This is an optimization exercise on Yosys and OpenROAD, whose aim is small area, a short achievable clock period and few clock cycles per item, not a production implementation. The RTL was checked by simulation tests, not by an equivalence proof against the original design. Power is estimated from default activity; no workload was simulated.

==> v33 <==
// nmea_decoder
module nmea_decoder (
    input             clk,
    input             rst,
    input             cmd_valid,
    output            cmd_ready,
    input      [7:0]  cmd_op,
    input      [7:0]  cmd_arg,
    output reg        rsp_valid,
    output reg [7:0]  rsp_status,
    output reg [31:0] rsp_data,
    output            savail
);
    localparam MAXLINE = 120;
    localparam NW = 15;                  
    localparam OP_FEED   = 8'h01, OP_HAS    = 8'h02, OP_TAKE  = 8'h03, OP_LREAD = 8'h04;
    localparam OP_FRST   = 8'h30, OP_FNEXT  = 8'h31, OP_FEMPTY = 8'h32;
    localparam OP_TIMED  = 8'h33, OP_DATED  = 8'h34, OP_COORD = 8'h35, OP_RDREG = 8'h36;
    localparam ST_OK = 8'h00, ST_EMPTY = 8'h01, ST_NO_FIELD = 8'h02;
    localparam ST_BAD_FIELD = 8'h20, ST_BAD_HEMI = 8'h21, ST_OUT_OF_RANGE = 8'h22;
    localparam ST_BAD_OPERAND = 8'hFE, ST_ILLEGAL_OP = 8'hFF;
    localparam CH_LF = 8'h0A;
    reg [MAXLINE*8-1:0] buf0, buf1;
    reg        act;
    reg [6:0]  cur;
    reg        newf;
    reg [6:0]  fp;
    reg [7:0]  r_hour, r_min, r_sec, r_day, r_month, r_year;
    reg [9:0]  r_ms;
    reg [29:0] r_lat_raw, r_lon_raw;
    reg [31:0] r_lat_fix, r_lon_fix;
    reg [7:0]  r_lat_hemi, r_lon_hemi;
    reg [3:0]  r_valid;
    reg [6:0]  n;         
    reg        zset;      
  ...
Settings: LEC_CHECK=0, CAP_MARGIN=20, CORE_MARGIN=2, CORE_UTILIZATION=60, CTS_CLUSTER_DIAMETER=120, CTS_CLUSTER_SIZE=20, SLEW_MARGIN=20; clock period 32.0 ns.
standard.sh (not shown) runs the stock make flow with config.mk's settings and CLKGATE_MAP_FILE= SYNTH_SCRIPT=/design/flow/synth_recipe.tcl, a recipe that flattens the netlist after the stock synthesis.
==> flow/flow/run.sh <==
#!/bin/bash
# Standard layout, with timing repair asked to leave margin against the
# (unchanged) clock period so that the achieved period shrinks.
set -euo pipefail
export SETUP_SLACK_MARGIN=24.5
bash standard.sh > standard.log 2>&1
==> inputs of v12, as changes to v33 <==
--- a/flow/design.v
+++ b/flow/design.v
@@ -31,12 +31,15 @@
     reg [7:0]  r_lat_hemi, r_lon_hemi;
     reg [3:0]  r_valid;
     reg [6:0]  n;         
     reg        zset;      
     reg [6:0]  zpos;      
     reg        s_idle, s_fn, s_tk, s_hm, s_ev, s_lr, s_rw;
+    reg        s_la, s_fx;    
+    reg [3:0]  la;            
+    reg        lok;           
     reg [1:0]  top;       
     reg        kind;      
     reg [3:0]  wp;        
     reg [1:0]  stp;       
     reg [2:0]  lb;        
     reg [4:0]  rarg;      
@@ -299,21 +302,21 @@
     wire [6:0] ni_f     = (dseen_f ? dotpos_f : j_here) - fp;
     wire       empty_f  = (j_here == fp);
     wire       td_badf  = bad_f || (ni_f == 7'd0) || (ni_f > 7'd6);
     wire       td_okf   = !empty_f && !td_badf;
     wire [7:0] st_td    = empty_f ? ST_EMPTY : td_badf ? ST_BAD_FIELD : ST_OK;
     wire       td_now   = take && o_tok && !o_crd && !fp_ge_n && done_w;
-    wire go_lr = o_lrd && lrd_ok;
+    wire go_lr = o_lrd;
+    wire go_fx = o_crd && crd_bad;
     wire go_rw = o_rdr && conflict_c;
     wire stay  = go_fn || go_tk || go_lr || go_rw;
     reg [7:0]  st_i;
     reg [31:0] dt_i;
     always @* begin
         st_i = ST_OK;
         if (o_ill) st_i = ST_ILLEGAL_OP;
-        else if (o_lrd && !lrd_ok) st_i = ST_BAD_OPERAND;
         else if (o_rdr && !rd_ok) st_i = ST_BAD_OPERAND;
         else if (o_fnx && !fn_ok) st_i = ST_NO_FIELD;
         else if (o_crd && crd_bad) st_i = ST_BAD_OPERAND;
         else if (o_tok && fp_ge_n) st_i = ST_EMPTY;
         else if (o_tok && !o_crd) st_i = st_td;
         dt_i = ({32{o_rdr}} & rd_val)
@@ -337,48 +340,54 @@
     wire fn_end = s_fn && done_w;
     wire tk_end = s_tk && done_w;
     wire td_end = tk_end && (top != 2'd2);
     wire cd_end = tk_end && (top == 2'd2);
     wire rw_end = s_rw && !conflict_w;
     always @(posedge clk) begin
-        rsp_valid <= !rst && !rr && ((take && !stay) || fn_end || td_end || s_lr || rw_end || (s_ev && !ev_wait));
+        rsp_valid <= !rst && !rr && ((take && !stay) || fn_end || td_end || s_lr || (s_la && !lok) || rw_end || (s_ev && !ev_wait));
         rsp_status <= s_idle ? st_i
                     : s_fn   ? (comma_j ? ST_OK : ST_NO_FIELD)
                     : s_ev   ? st_e
+                    : s_la   ? ST_BAD_OPERAND
                     : s_tk   ? st_td
                     : ST_OK;
         rsp_data   <= s_idle ? dt_i
                     : s_fn   ? (comma_j ? {24'd0, jnx} : 32'd0)
                     : s_lr   ? {24'd0, rword[lb*8 +: 8]}
+                    : s_la   ? 32'd0
                     : s_rw   ? rd_val
                     : 32'd0;
     end
     always @(posedge clk) begin
         if (rst) begin
             s_idle <= 1'b0;
             s_fn   <= 1'b0;
             s_tk   <= 1'b0;
             s_hm   <= 1'b0;
             s_ev   <= 1'b0;
             s_lr   <= 1'b0;
+            s_la   <= 1'b0;
+            s_fx   <= 1'b0;
             s_rw   <= 1'b0;
             jb     <= 1'b0;
             tdj    <= 1'b0;
             rdy    <= 1'b0;
         end else if (rr) begin
             s_idle <= 1'b1;
             rdy    <= 1'b1;
         end else begin
-            rdy    <= (rdy && !(cmd_valid && stay)) || fn_end || td_end || s_lr || rw_end || (s_ev && !ev_wait);
-            s_idle <= (s_idle && !(cmd_valid && stay)) || fn_end || td_end || s_lr || rw_end || (s_ev && !ev_wait);
+            rdy    <= (rdy && !(cmd_valid && (stay || go_fx))) || fn_end || td_end || s_lr || (s_la && !lok) || s_fx || rw_end || (s_ev && !ev_wait);
+            s_idle <= (s_idle && !(cmd_valid && (stay || go_fx))) || fn_end || td_end || s_lr || (s_la && !lok) || s_fx || rw_end || (s_ev && !ev_wait);
             s_fn   <= (take && go_fn) || (s_fn && !done_w);
             s_tk   <= (take && go_tk && !done_w) || (s_tk && !done_w);
             s_hm   <= (take && go_tk && done_w && o_crd && tk_hm) || (cd_end && tk_hm);
             s_ev   <= (take && go_tk && done_w && o_crd && !tk_hm) || (cd_end && !tk_hm)
                    || s_hm || (s_ev && ev_wait);
-            s_lr   <= take && go_lr;
+            s_la   <= take && go_lr;
+            s_lr   <= s_la && lok;
+            s_fx   <= take && go_fx;
             s_rw   <= (take && go_rw) || (s_rw && conflict_w);
             jb     <= (jb && !jlast) || (s_ev && ev_go);
             tdj    <= (td_now || td_end) && td_okf;
         end
     end
     function [NW-1:0] dec_w;
@@ -388,44 +397,64 @@
             for (q = 0; q < NW; q = q + 1) dec_w[q] = (x == q);
         end
     endfunction
     wire [NW-1:0] oh    = rs0 | rs1;
     wire [NW-1:0] oh_up = {oh[NW-2:0], 1'b0};
     wire [NW-1:0] oh_j  = (fpos == 3'd7) ? oh_up : oh;     
-    reg  [NW-1:0] oh_n;
-    always @* begin
-        if (take && go_lr)                          oh_n = dec_w(cmd_arg[6:3]);
-        else if (take && (o_take || o_frst))        oh_n = {{(NW-1){1'b0}}, 1'b1};
-        else if (take && o_fnx && fn_ok)            oh_n = cv ? dec_w(cjn[6:3]) : oh_j;
-        else if (take && (go_fn || (go_tk && (!done_w || (o_crd && tk_hm))))) oh_n = oh_up;
-        else if (s_fn || s_tk) begin
-            if (!done_w)                            oh_n = oh_up;
-            else if (s_fn && comma_j)               oh_n = oh_j;
-            else if (s_tk && top == 2'd2 && tk_hm)  oh_n = oh_up;
-            else                                    oh_n = dec_w(fp[6:3]);
-        end
-        else if (s_hm || s_lr)                      oh_n = dec_w(fp[6:3]);
-        else                                        oh_n = oh;
-    end
-    wire act_n = act ^ (take && o_feed && is_lf);
+    wire          up_fn = !fn_now;
+    wire          up_td = !fp_ge_n && !done_w;
+    wire          up_cd = !fp_ge_n && (!done_w || tk_hm);
+    wire [NW-1:0] oh_fn = fn_ok ? (cv ? dec_w(cjn[6:3]) : oh_j) : (up_fn ? oh_up : oh);
+    wire [NW-1:0] oh_td = up_td ? oh_up : oh;
+    wire [NW-1:0] oh_cd = up_cd ? oh_up : oh;
+    wire [NW-1:0] oh_cmd = (o_take || o_frst)  ? {{(NW-1){1'b0}}, 1'b1}
+                         : o_fnx               ? oh_fn
+                         : (o_tim || o_dat)    ? oh_td
+                         : o_crd               ? oh_cd
+                         : oh;
+    wire [NW-1:0] oh_st  = (s_fn || s_tk) ? (!done_w ? oh_up
+                                            : (s_fn && comma_j) ? oh_j
+                                            : (s_tk && top == 2'd2 && tk_hm) ? oh_up
+                                            : dec_w(fp[6:3]))
+                         : (s_hm || s_lr || s_fx) ? dec_w(fp[6:3])
+                         : (s_la && lok) ? dec_w(la)
+                         : oh;
+    wire [NW-1:0] oh_n   = take ? oh_cmd : oh_st;
+    wire          flip   = take && o_feed && is_lf;       
+    wire [3:0]    wp_up  = wp + 4'd1;
+    wire [3:0]    wp_fn  = fn_ok ? fn_j1[6:3] : (up_fn ? wp_up : wp);
+    wire [3:0]    wp_cmd = (o_take || o_frst)  ? 4'd0
+                         : o_fnx               ? wp_fn
+                         : (o_tim || o_dat)    ? (up_td ? wp_up : wp)
+                         : o_crd               ? (up_cd ? wp_up : wp)
+                         : wp;
+    wire [3:0]    wp_st  = (s_fn || s_tk) ? (!done_w ? wp_up
+                                            : (s_fn && comma_j) ? jnx[6:3]
+                                            : (s_tk && top == 2'd2 && tk_hm) ? wp_up
+                                            : fp[6:3])
+                         : (s_hm || s_lr || s_fx) ? fp[6:3]
+                         : (s_la && lok) ? la
+                         : wp;
     always @(posedge clk) begin
         if (rr) begin
             rs0 <= {NW{1'b0}};
             rs1 <= {{(NW-1){1'b0}}, 1'b1};
         end else begin
-            rs0 <= act_n ? oh_n : {NW{1'b0}};
-            rs1 <= act_n ? {NW{1'b0}} : oh_n;
+            rs0 <= flip ? rs1 : (act ? oh_n : {NW{1'b0}});
+            rs1 <= flip ? rs0 : (act ? {NW{1'b0}} : oh_n);
         end
     end
     always @(posedge clk) begin
         if (rr) begin
             top    <= 2'd0;
             kind   <= 1'b0;
             wp     <= 4'd0;
             stp    <= 2'd0;
             lb     <= 3'd0;
+            la     <= 4'd0;
+            lok    <= 1'b0;
             rarg   <= 5'd0;
             bad    <= 1'b0;
             dseen  <= 1'b0;
             dotpos <= 7'd0;
             tj     <= 7'd0;
             tcomma <= 1'b0;
@@ -447,12 +476,14 @@
         end else begin
             if (s_idle) begin
                 top    <= o_tim ? 2'd0 : o_dat ? 2'd1 : 2'd2;
                 kind   <= cmd_arg[0];
                 rarg   <= cmd_arg[4:0];
                 lb     <= cmd_arg[2:0];
+                la     <= cmd_arg[6:3];
+                lok    <= lrd_ok;
                 bad    <= bad_w;
                 dseen  <= dany;
                 dotpos <= {wp, dfirst};
                 tj     <= j_here;
                 tcomma <= comma_j;
                 hemi   <= hb;
@@ -478,23 +509,13 @@
                 cv <= 1'b1;
                 cj <= j_here;
                 cc <= comma_j;
             end else if ((take && ((o_feed && is_lf) || o_take || o_frst || (o_fnx && fn_ok))) || (fn_end && comma_j)) begin
                 cv <= 1'b0;
             end
-            if (take && go_lr)                          wp <= cmd_arg[6:3];
-            else if (take && (o_take || o_frst))        wp <= 4'd0;
-            else if (take && o_fnx && fn_ok)            wp <= fn_j1[6:3];
-            else if (take && (go_fn || (go_tk && (!done_w || (o_crd && tk_hm))))) wp <= wp + 4'd1;
-            else if (s_fn || s_tk) begin
-                if (!done_w)                            wp <= wp + 4'd1;
-                else if (s_fn && comma_j)               wp <= jnx[6:3];
-                else if (s_tk && top == 2'd2 && tk_hm)  wp <= wp + 4'd1;
-                else                                    wp <= fp[6:3];
-            end
-            else if (s_hm || s_lr)                      wp <= fp[6:3];
+            wp <= take ? wp_cmd : wp_st;
             if (s_ev && ev_go) begin
                 jc    <= 2'd0;
                 jkind <= kind;
                 jneg  <= hemi_neg;
                 jdeg  <= degv;
                 jmm   <= pr10;
==> flow/flow/run.sh (replaced) <==
#!/bin/bash
# Standard layout, with timing repair asked to leave margin against the
# (unchanged) clock period so that the achieved period shrinks.
set -euo pipefail
export SETUP_SLACK_MARGIN=24.3
bash standard.sh > standard.log 2>&1
GPL_ROUTABILITY_DRIVEN = 0   (was unset)
SLEW_MARGIN = 30   (was 20)
==> comparison table <==
metric                                                                        v33             v12
Final HPWL DP                                                      311200 microns  307800 microns
Post-Syn Instances                                                          11380           11560
Per-instance average area after synthesis                             9.606 sq um     9.533 sq um
Worst Path Required                                                      32760 ps        32720 ps
CP Buf/Inv Count                                                                2               4
Endpoint of the lowest-slack register-to-register path                 r_valid[0]             tdj
Overall die area                                                     185600 sq um    187000 sq um
Slew at the pin with the worst max-slew slack                             1449 ps         1223 ps
Proportion of cell area spent on the clock network                         3.261%          3.227%
Distinct cells, synth                                                         126             119
Hold slack final                                                         456.4 ps        457.0 ps
Worst Hold End                                                              jr[2]           jr[0]
Initial DRT Pass Iterations                                                     9              14
Outcome                                                            finished clean  finished clean
Number of cells traversed by the worst register-to-register path               31              26
Ratio of cells with drive above 1 in the final layout                      10.10%          10.12%
Fraction of synthesized cell area taken by the top area cell type          43.82%          43.56%
Post-synthesis compound-gate area fraction                                 32.18%          32.60%
Slowest stage delay, CP                                                    510 ps          360 ps
Non-CTS buffers                                                               420             412
Switching pwr                                                             1237 uW         1252 uW
Final period demand of the worst path                                     8037 ps         7860 ps
Final design instance area without fill                              118600 sq um    119800 sq um
Testbench counts of v33, summed over its fixed seeds: cycles 30,572, ops 28,081.
Testbench counts of v12, summed over its fixed seeds: cycles 30,572, ops 28,081.

[re-timing with driven ports]
In the flow no input, the clock included, has a driving cell. The finished layouts below were timed again as built, in two steps.
Step 1, drivers: a clkbuf_16 drives clk and a buf_2 each remaining input, both assumed.
Step 2 adds t to the input delays and takes it off the output delays; t is the mean of the earliest and latest rising clock arrival at the registers after step 1. Input paths then give back, and output paths get back, about the clock's delay inside the block.
Three values: no drivers, after step 1, after step 2; two values: the first two.
run | t (ns) | setup slack, ns | hold WS [ns] | worst setup path after step 2 | cell pins on the clock port's net
v33 | 0.955 | 23.963 / 23.998 / 23.043 | 0.456 / 0.456 / 0.456 | input to register | 1
v12 | 0.948 | 24.140 / 24.077 / 23.230 | 0.457 / 0.457 / 0.457 | input to register | 1
After both steps every run listed still meets setup and hold. The setup slack of v33, which loses most, moves by +0.035 ns with the drivers and by -0.920 ns with both steps.
